From an optimization exercise on the open Yosys and OpenROAD flow, aimed at small area, a short achievable clock period and few clock cycles per item; shortcuts taken in it are not production practice. Function was checked by simulation only, so behaviour that the tests miss may differ from the original. The flow treats the clock pin as an ideal source. Dropping or thinning the clock tree relies on that and would not hold on a real chip. Power is estimated from default activity; no workload was simulated.

==> sierra: inputs <==
==> flow/design.v <==
module mc_cf (
    input  wire       p3,
    input  wire       p2,
    input  wire       p0,
    input  wire [7:0] a,
    input  wire [7:0] b,
    output wire [7:0] y
);
    wire [7:0] u = p3 ? b : a;
    wire [7:0] v = p2 ? b : a;
    wire [7:0] w = p0 ? a : b;
    wire [10:0] sum = {2'b00, u, 1'b0} + {3'b000, v} + {3'b000, w} + 11'd2;
    assign y = sum[9:2];
endmodule
module b2bdu_mc_c (
    input  wire       clk,
    input  wire       rst,         
    input  wire       in_valid,
    output wire       in_ready,
    input  wire [7:0] in_pix,      
    input  wire [1:0] in_px,       
    input  wire [1:0] in_py,       
    output wire       out_valid,
    input  wire       out_ready,
    output wire [7:0] out_pix      
);
    reg  [7:0] cur, prev;
    reg        p_v;                
    reg  [3:0] col, row;           
    reg        x3, x2, x0;         
    reg  [1:0] py;                 
    reg  [7:0] hu;
    reg        h_v;                
    reg        h_o;                
    reg        hy3, hy2, hy0;      
    reg  [7:0] lb [0:7];           
    reg  [7:0] o_pix, s_pix;
    reg        o_v, s_v;
    reg        rdy;                
    assign in_ready  = rdy;
    assign out_valid = o_v;
    assign out_pix   = o_pix;
    wire rdy_c   = ~p_v | ~h_v | ~s_v;     
    wire pop     = o_v & out_ready;
    wire h_go    = h_v & ~s_v;             
    wire h_free  = ~h_v | ~s_v;            
    wire p_go    = p_v & h_free;           
    wire p_h     = (col != 4'd0);          
    wire p_o     = (row != 4'd0);          
    wire push    = h_go & h_o;
    wire last    = (col == 4'd8) & (row == 4'd8);
    wire zero    = (col == 4'd0) & (row == 4'd0);
    wire beat0   = p_v ? last : zero;
    wire [7:0] u, d;
    mc_cf u_h (.p3(x3),  .p2(x2),  .p0(x0),  .a(prev),  .b(cur), .y(u));
    mc_cf u_v (.p3(hy3), .p2(hy2), .p0(hy0), .a(lb[7]), .b(hu),  .y(d));
    wire p_v_n = ~rdy_c | in_valid;
    wire h_v_n = (p_go & p_h) | (h_v & ~h_go);
    wire s_v_n = s_v ? ~pop : (o_v & ~pop & push);
    wire o_v_n = s_v | push | (o_v & ~pop);
    integer k;
    always @(posedge clk) begin
        if (rst) begin
            col <= 4'd0;
            row <= 4'd0;
            p_v <= 1'b0;
            h_v <= 1'b0;
            o_v <= 1'b0;
            s_v <= 1'b0;
            rdy <= 1'b1;
        end else begin
            if (p_go) begin
                if (col == 4'd8) begin
                    col <= 4'd0;
                    row <= (row == 4'd8) ? 4'd0 : row + 4'd1;
                end else begin
                    col <= col + 4'd1;
                end
            end
            p_v <= p_v_n;
            h_v <= h_v_n;
            o_v <= o_v_n;
            s_v <= s_v_n;
            rdy <= ~p_v_n | ~h_v_n | ~s_v_n;
        end
    end
    always @(posedge clk) begin
        if (rdy_c)
            cur <= in_pix;
        if (p_go)
            prev <= cur;
        if (rdy_c & beat0) begin
            x3 <= (in_px == 2'd3);
            x2 <= (in_px == 2'd2);
            x0 <= (in_px == 2'd0);
            py <= in_py;
        end
        if (p_go & p_h) begin
            hu  <= u;
            h_o <= p_o;
            hy3 <= (py == 2'd3);
            hy2 <= (py == 2'd2);
            hy0 <= (py == 2'd0);
        end
        if (h_go) begin
            lb[0] <= hu;
            for (k = 1; k < 8; k = k + 1)
                lb[k] <= lb[k - 1];
        end
        if (pop | ~o_v)
            o_pix <= s_v ? s_pix : d;
        if (~s_v)
            s_pix <= d;
    end
endmodule
==> flow/flow/run.sh <==
#!/bin/bash
set -euo pipefail
export BUFFER_PORTS_ARGS="-buffer_cell sky130_fd_sc_hd__buf_1"
export PRE_CTS_TCL="$PWD/flow/mytree.tcl"
export MY_CTS_NBUF=4
export MY_CTS_BUF=sky130_fd_sc_hd__clkbuf_16
bash standard.sh > standard.log 2>&1
==> flow/flow/mytree.tcl <==
proc build_clock_tree {nbuf master_name} {
  set block [ord::get_db_block]
  set db [ord::get_db]
  set master [$db findMaster $master_name]
  set clk [$block findNet clk]
  set sinks {}
  foreach it [$clk getITerms] {
    if {[[$it getMTerm] getSigType] eq "CLOCK" || [[$it getMTerm] getName] eq "CLK"} {
      set box [[$it getInst] getBBox]
      lappend sinks [list $it [expr {([$box xMin]+[$box xMax])/2}] [expr {([$box yMin]+[$box yMax])/2}]]
    }
  }
  set n [llength $sinks]
  # initial centres: spread along sorted x then y
  set xs [lsort -integer [lmap s $sinks {lindex $s 1}]]
  set ys [lsort -integer [lmap s $sinks {lindex $s 2}]]
  set cx {}; set cy {}
  set g [expr {int(sqrt($nbuf))}]
  for {set k 0} {$k < $nbuf} {incr k} {
    set i [expr {$k % $g}]; set j [expr {$k / $g}]
    lappend cx [lindex $xs [expr {int(($i+0.5)*$n/$g)}]]
    lappend cy [lindex $ys [expr {int(($j+0.5)*$n/(($nbuf+$g-1)/$g))}]]
  }
  set cap [expr {($n + $nbuf - 1) / $nbuf}]
  for {set iter 0} {$iter < 30} {incr iter} {
    # balanced assignment: each sink to nearest centre with room, greedy by distance
    set pairs {}
    set si 0
    foreach s $sinks {
      for {set k 0} {$k < $nbuf} {incr k} {
        set d [expr {abs([lindex $s 1]-[lindex $cx $k]) + abs([lindex $s 2]-[lindex $cy $k])}]
        lappend pairs [list $d $si $k]
      }
      incr si
    }
    set pairs [lsort -integer -index 0 $pairs]
    set asg [lrepeat $n -1]; set cnt [lrepeat $nbuf 0]
    foreach p $pairs {
      lassign $p d si k
      if {[lindex $asg $si] >= 0 || [lindex $cnt $k] >= $cap} continue
      lset asg $si $k; lset cnt $k [expr {[lindex $cnt $k]+1}]
    }
    set sx [lrepeat $nbuf 0]; set sy [lrepeat $nbuf 0]
    for {set si 0} {$si < $n} {incr si} {
      set k [lindex $asg $si]
      lset sx $k [expr {[lindex $sx $k] + [lindex $sinks $si 1]}]
      lset sy $k [expr {[lindex $sy $k] + [lindex $sinks $si 2]}]
    }
    for {set k 0} {$k < $nbuf} {incr k} {
      if {[lindex $cnt $k] > 0} {
        lset cx $k [expr {[lindex $sx $k] / [lindex $cnt $k]}]
        lset cy $k [expr {[lindex $sy $k] / [lindex $cnt $k]}]
      }
    }
  }
  for {set k 0} {$k < $nbuf} {incr k} {
    set inst [odb::dbInst_create $block $master "clkbuf_m_$k"]
    $inst setLocation [lindex $cx $k] [lindex $cy $k]
    $inst setPlacementStatus PLACED
    set net [odb::dbNet_create $block "clknet_m_$k"]
    $net setSigType CLOCK
    [$inst findITerm A] connect $clk
    [$inst findITerm X] connect $net
    set bufs($k) $net
  }
  for {set si 0} {$si < $n} {incr si} {
    set it [lindex $sinks $si 0]
    $it disconnect
    $it connect $bufs([lindex $asg $si])
  }
  puts "build_clock_tree: $n sinks on $nbuf x $master_name, counts [lrepeat 1 $cnt]"
}

build_clock_tree $::env(MY_CTS_NBUF) $::env(MY_CTS_BUF)
rename clock_tree_synthesis ""
proc clock_tree_synthesis {args} {
  puts "clock_tree_synthesis skipped: the tree was built by PRE_CTS_TCL"
  set_propagated_clock [all_clocks]
}
==> flow/standard.sh <==
#!/bin/bash
# synth_recipe.tcl (not shown) runs the flow's synth.tcl, then flattens the netlist and writes it again
# the make line also repeats each setting of config.mk as NAME=value (left out here)
make -C /OpenROAD-flow-scripts/flow DESIGN_CONFIG=/design/flow/config.mk WORK_HOME=/design/flow/orfs CLKGATE_MAP_FILE= SYNTH_SCRIPT=/design/flow/synth_recipe.tcl "${@:-finish}"
==> flow/config.mk <==
export PLATFORM = sky130hd
export DESIGN_NAME = b2bdu_mc_c
export DESIGN_NICKNAME = b2bdu_mc_c
export VERILOG_FILES = /design/flow/design.v
export SDC_FILE = /design/flow/constraint.sdc
export NUM_CORES = 4
export LEC_CHECK = 0
export CAP_MARGIN = 20
export CORE_MARGIN = 2
export CORE_UTILIZATION = 40
export PLACE_DENSITY = 0.6
export SLEW_MARGIN = 20
==> flow/constraint.sdc <==
create_clock -name core_clock -period 15.0 [get_ports {clk}]
set_input_delay 3.0000 -clock core_clock [delete_from_list [all_inputs] [get_ports {clk}]]
set_output_delay 3.0000 -clock core_clock [all_outputs]
set_load 0.01 [all_outputs]
==> harbor (differences from sierra) <==
--- a/flow/design.v
+++ b/flow/design.v
@@ -38,3 +38,3 @@
     reg        o_v, s_v;
-    reg        rdy;                
+    reg        rdy;
     assign in_ready  = rdy;
@@ -42,3 +42,2 @@
     assign out_pix   = o_pix;
-    wire rdy_c   = ~p_v | ~h_v | ~s_v;     
     wire pop     = o_v & out_ready;
@@ -56,3 +55,3 @@
     mc_cf u_v (.p3(hy3), .p2(hy2), .p0(hy0), .a(lb[7]), .b(hu),  .y(d));
-    wire p_v_n = ~rdy_c | in_valid;
+    wire p_v_n = ~rdy | in_valid;
     wire h_v_n = (p_go & p_h) | (h_v & ~h_go);
@@ -87,3 +86,3 @@
     always @(posedge clk) begin
-        if (rdy_c)
+        if (rdy)
             cur <= in_pix;
@@ -91,3 +90,3 @@
             prev <= cur;
-        if (rdy_c & beat0) begin
+        if (in_valid & rdy & beat0) begin
             x3 <= (in_px == 2'd3);
==> flow/flow/run.sh (replaced) <==
#!/bin/bash
set -euo pipefail
export BUFFER_PORTS_ARGS="-buffer_cell sky130_fd_sc_hd__buf_1"
export CTS_ARGS="-sink_clustering_enable -repair_clock_nets -dont_use_dummy_load -sink_clustering_size 30 -buf_list sky130_fd_sc_hd__clkbuf_8"
bash standard.sh > standard.log 2>&1
removed: flow/flow/mytree.tcl
==> ember (differences from sierra) <==
--- a/flow/design.v
+++ b/flow/design.v
@@ -91,3 +91,3 @@
             prev <= cur;
-        if (rdy_c & beat0) begin
+        if (in_valid & rdy_c & beat0) begin
             x3 <= (in_px == 2'd3);
==> flow/flow/run.sh (replaced) <==
#!/bin/bash
set -euo pipefail
export BUFFER_PORTS_ARGS="-buffer_cell sky130_fd_sc_hd__buf_1"
export CTS_ARGS="-sink_clustering_enable -repair_clock_nets -dont_use_dummy_load -sink_clustering_size 30 -buf_list sky130_fd_sc_hd__clkbuf_8"
bash standard.sh > standard.log 2>&1
- ABC_AREA: default -> 1
removed: flow/flow/mytree.tcl
==> zinc (differences from sierra) <==
==> flow/design.v, changed modules only <==
module mc_cf (
    input  wire [1:0] p,
    input  wire [7:0] a,
    input  wire [7:0] b,
    output wire [7:0] y
);
    wire [7:0] u = p[1] ? b : a;
    wire [7:0] w = p[0] ? b : a;
    wire [10:0] sum = {2'b00, u, 1'b0} + {3'b000, a} + {3'b000, w} + 11'd2;
    assign y = sum[9:2];
endmodule
module b2bdu_mc_c (
    input  wire       clk,
    input  wire       rst,         
    input  wire       in_valid,
    output wire       in_ready,
    input  wire [7:0] in_pix,      
    input  wire [1:0] in_px,       
    input  wire [1:0] in_py,       
    output wire       out_valid,
    input  wire       out_ready,
    output wire [7:0] out_pix      
);
    reg  [7:0] cur, prev;
    reg        p_v;                
    reg  [3:0] col, row;           
    reg  [1:0] px;                 
    reg  [1:0] py;                 
    reg  [7:0] hu;
    reg        h_v;                
    reg        h_o;                
    reg  [1:0] hpy;                
    reg  [7:0] lb [0:7];           
    reg  [7:0] o_pix, s_pix;
    reg        o_v, s_v;
    reg        rdy;                
    assign in_ready  = rdy;
    assign out_valid = o_v;
    assign out_pix   = o_pix;
    wire rdy_c   = ~p_v | ~h_v | ~s_v;     
    wire pop     = o_v & out_ready;
    wire h_go    = h_v & ~s_v;             
    wire h_free  = ~h_v | ~s_v;            
    wire p_go    = p_v & h_free;           
    wire p_h     = (col != 4'd0);          
    wire p_o     = (row != 4'd0);          
    wire push    = h_go & h_o;
    wire last    = (col == 4'd8) & (row == 4'd8);
    wire zero    = (col == 4'd0) & (row == 4'd0);
    wire beat0   = p_v ? last : zero;
    wire [7:0] u, d;
    mc_cf u_h (.p(px),  .a(prev),  .b(cur), .y(u));
    mc_cf u_v (.p(hpy), .a(lb[7]), .b(hu),  .y(d));
    wire p_v_n = ~rdy_c | in_valid;
    wire h_v_n = (p_go & p_h) | (h_v & ~h_go);
    wire s_v_n = s_v ? ~pop : (o_v & ~pop & push);
    wire o_v_n = s_v | push | (o_v & ~pop);
    integer k;
    always @(posedge clk) begin
        if (rst) begin
            col <= 4'd0;
            row <= 4'd0;
            p_v <= 1'b0;
            h_v <= 1'b0;
            o_v <= 1'b0;
            s_v <= 1'b0;
            rdy <= 1'b1;
        end else begin
            if (p_go) begin
                if (col == 4'd8) begin
                    col <= 4'd0;
                    row <= (row == 4'd8) ? 4'd0 : row + 4'd1;
                end else begin
                    col <= col + 4'd1;
                end
            end
            p_v <= p_v_n;
            h_v <= h_v_n;
            o_v <= o_v_n;
            s_v <= s_v_n;
            rdy <= ~p_v_n | ~h_v_n | ~s_v_n;
        end
    end
    always @(posedge clk) begin
        if (rdy_c)
            cur <= in_pix;
        if (p_go)
            prev <= cur;
        if (rdy_c & beat0) begin
            px <= in_px;
            py <= in_py;
        end
        if (p_go & p_h) begin
            hu  <= u;
            h_o <= p_o;
            hpy <= py;
        end
        if (h_go) begin
            lb[0] <= hu;
            for (k = 1; k < 8; k = k + 1)
                lb[k] <= lb[k - 1];
        end
        if (pop | ~o_v)
            o_pix <= s_v ? s_pix : d;
        if (~s_v)
            s_pix <= d;
    end
endmodule
==> reports/metrics.csv <==
stage,metric,value,unit
synthesis,Synth Area in XOR/XNOR,0.0186,
floorplanning,Tap Cells,180,
power,Clock group,0.000206,W
final_layout,share of cells above drive strength 1,0.168,
synthesis,syn_nets,429,
status,status,"complete, no violations",
route,drt pass-1 iters,4,
critical_path,reg-to-reg startpoint,hy0$_DFFE_PP_,
The numbers above come from harbor.

==> reports/metrics.csv <==
stage,metric,value,unit
status,status,"complete, no violations",
critical_path,reg-to-reg startpoint,x0$_DFFE_PP_,
route,drt pass-1 iters,5,
synthesis,syn_nets,561,
floorplanning,Tap Cells,180,
final_layout,share of cells above drive strength 1,0.0530,
power,Clock group,0.000206,W
The numbers above come from ember.

==> reports/metrics.csv <==
stage,metric,value,unit
synthesis,Seq cells post-synth,126,
floorplanning,Tap Cells,176,
final_layout,share of cells above drive strength 1,0.128,
status,status,"complete, no violations",
final_layout,number of diodes,0,
route,drt pass-1 iters,4,
synthesis,syn_nets,406,
min_path,Hold Path Stages,0,
The numbers above come from sierra.

==> reports/metrics.csv <==
stage,metric,value,unit
synthesis,Synth Area in XOR/XNOR,0.0236,
power,Clock group,0.000129,W
floorplanning,Tap Cells,172,
status,status,"complete, no violations",
final_layout,share of cells above drive strength 1,0.0960,
The numbers above come from zinc.

Testbench counts of sierra, summed over its fixed seeds: cycles 38,896, blocks 480.
Testbench counts of harbor, summed over its fixed seeds: cycles 38,896, blocks 480.
Testbench counts of ember, summed over its fixed seeds: cycles 38,896, blocks 480.
Testbench counts of zinc, summed over its fixed seeds: cycles 38,896, blocks 480.
In sierra and zinc the design's own scripts or RTL, not TritonCTS, make the clock network.

## static timing again, ports no longer ideal
How much do the figures lean on ideal ports? The routed layouts below were timed once more, with nothing changed but the port constraints. Step 1, drivers: a clkbuf_16 drives clk and a buf_2 each remaining input, both assumed. Step 2 adds t to the input delays and takes it off the output delays; t is the mean of the earliest and latest rising clock arrival at the registers after step 1. Input paths then give back, and output paths get back, about the clock's delay inside the block. Slacks: ideal / step 1 / step 2; pairs: ideal / step 1.
| run | shift t [ns] | setup WS [ns] | hold WS [ns] | worst setup path at the end | worst data-port slew with drivers (ns) |
|---|---|---|---|---|---|
| sierra | 0.246 | 11.269 / 11.189 / 11.186 | 0.421 / 0.421 / 0.421 | input to register | 0.03 |
| harbor | 0.451 | 10.798 / 10.763 / 10.826 | 0.406 / 0.406 / 0.406 | input to register | 0.03 |
| ember | 0.462 | 11.063 / 11.027 / 11.188 | 0.401 / 0.401 / 0.401 | input to register | 0.03 |
| zinc | 0.247 | 11.273 / 11.192 / 11.172 | 0.429 / 0.429 / 0.429 | input to register | 0.04 |
After both steps every run listed still meets setup and hold. For zinc, which loses most, drivers alone change the setup slack by -0.081 ns; drivers and shift together by -0.101 ns.
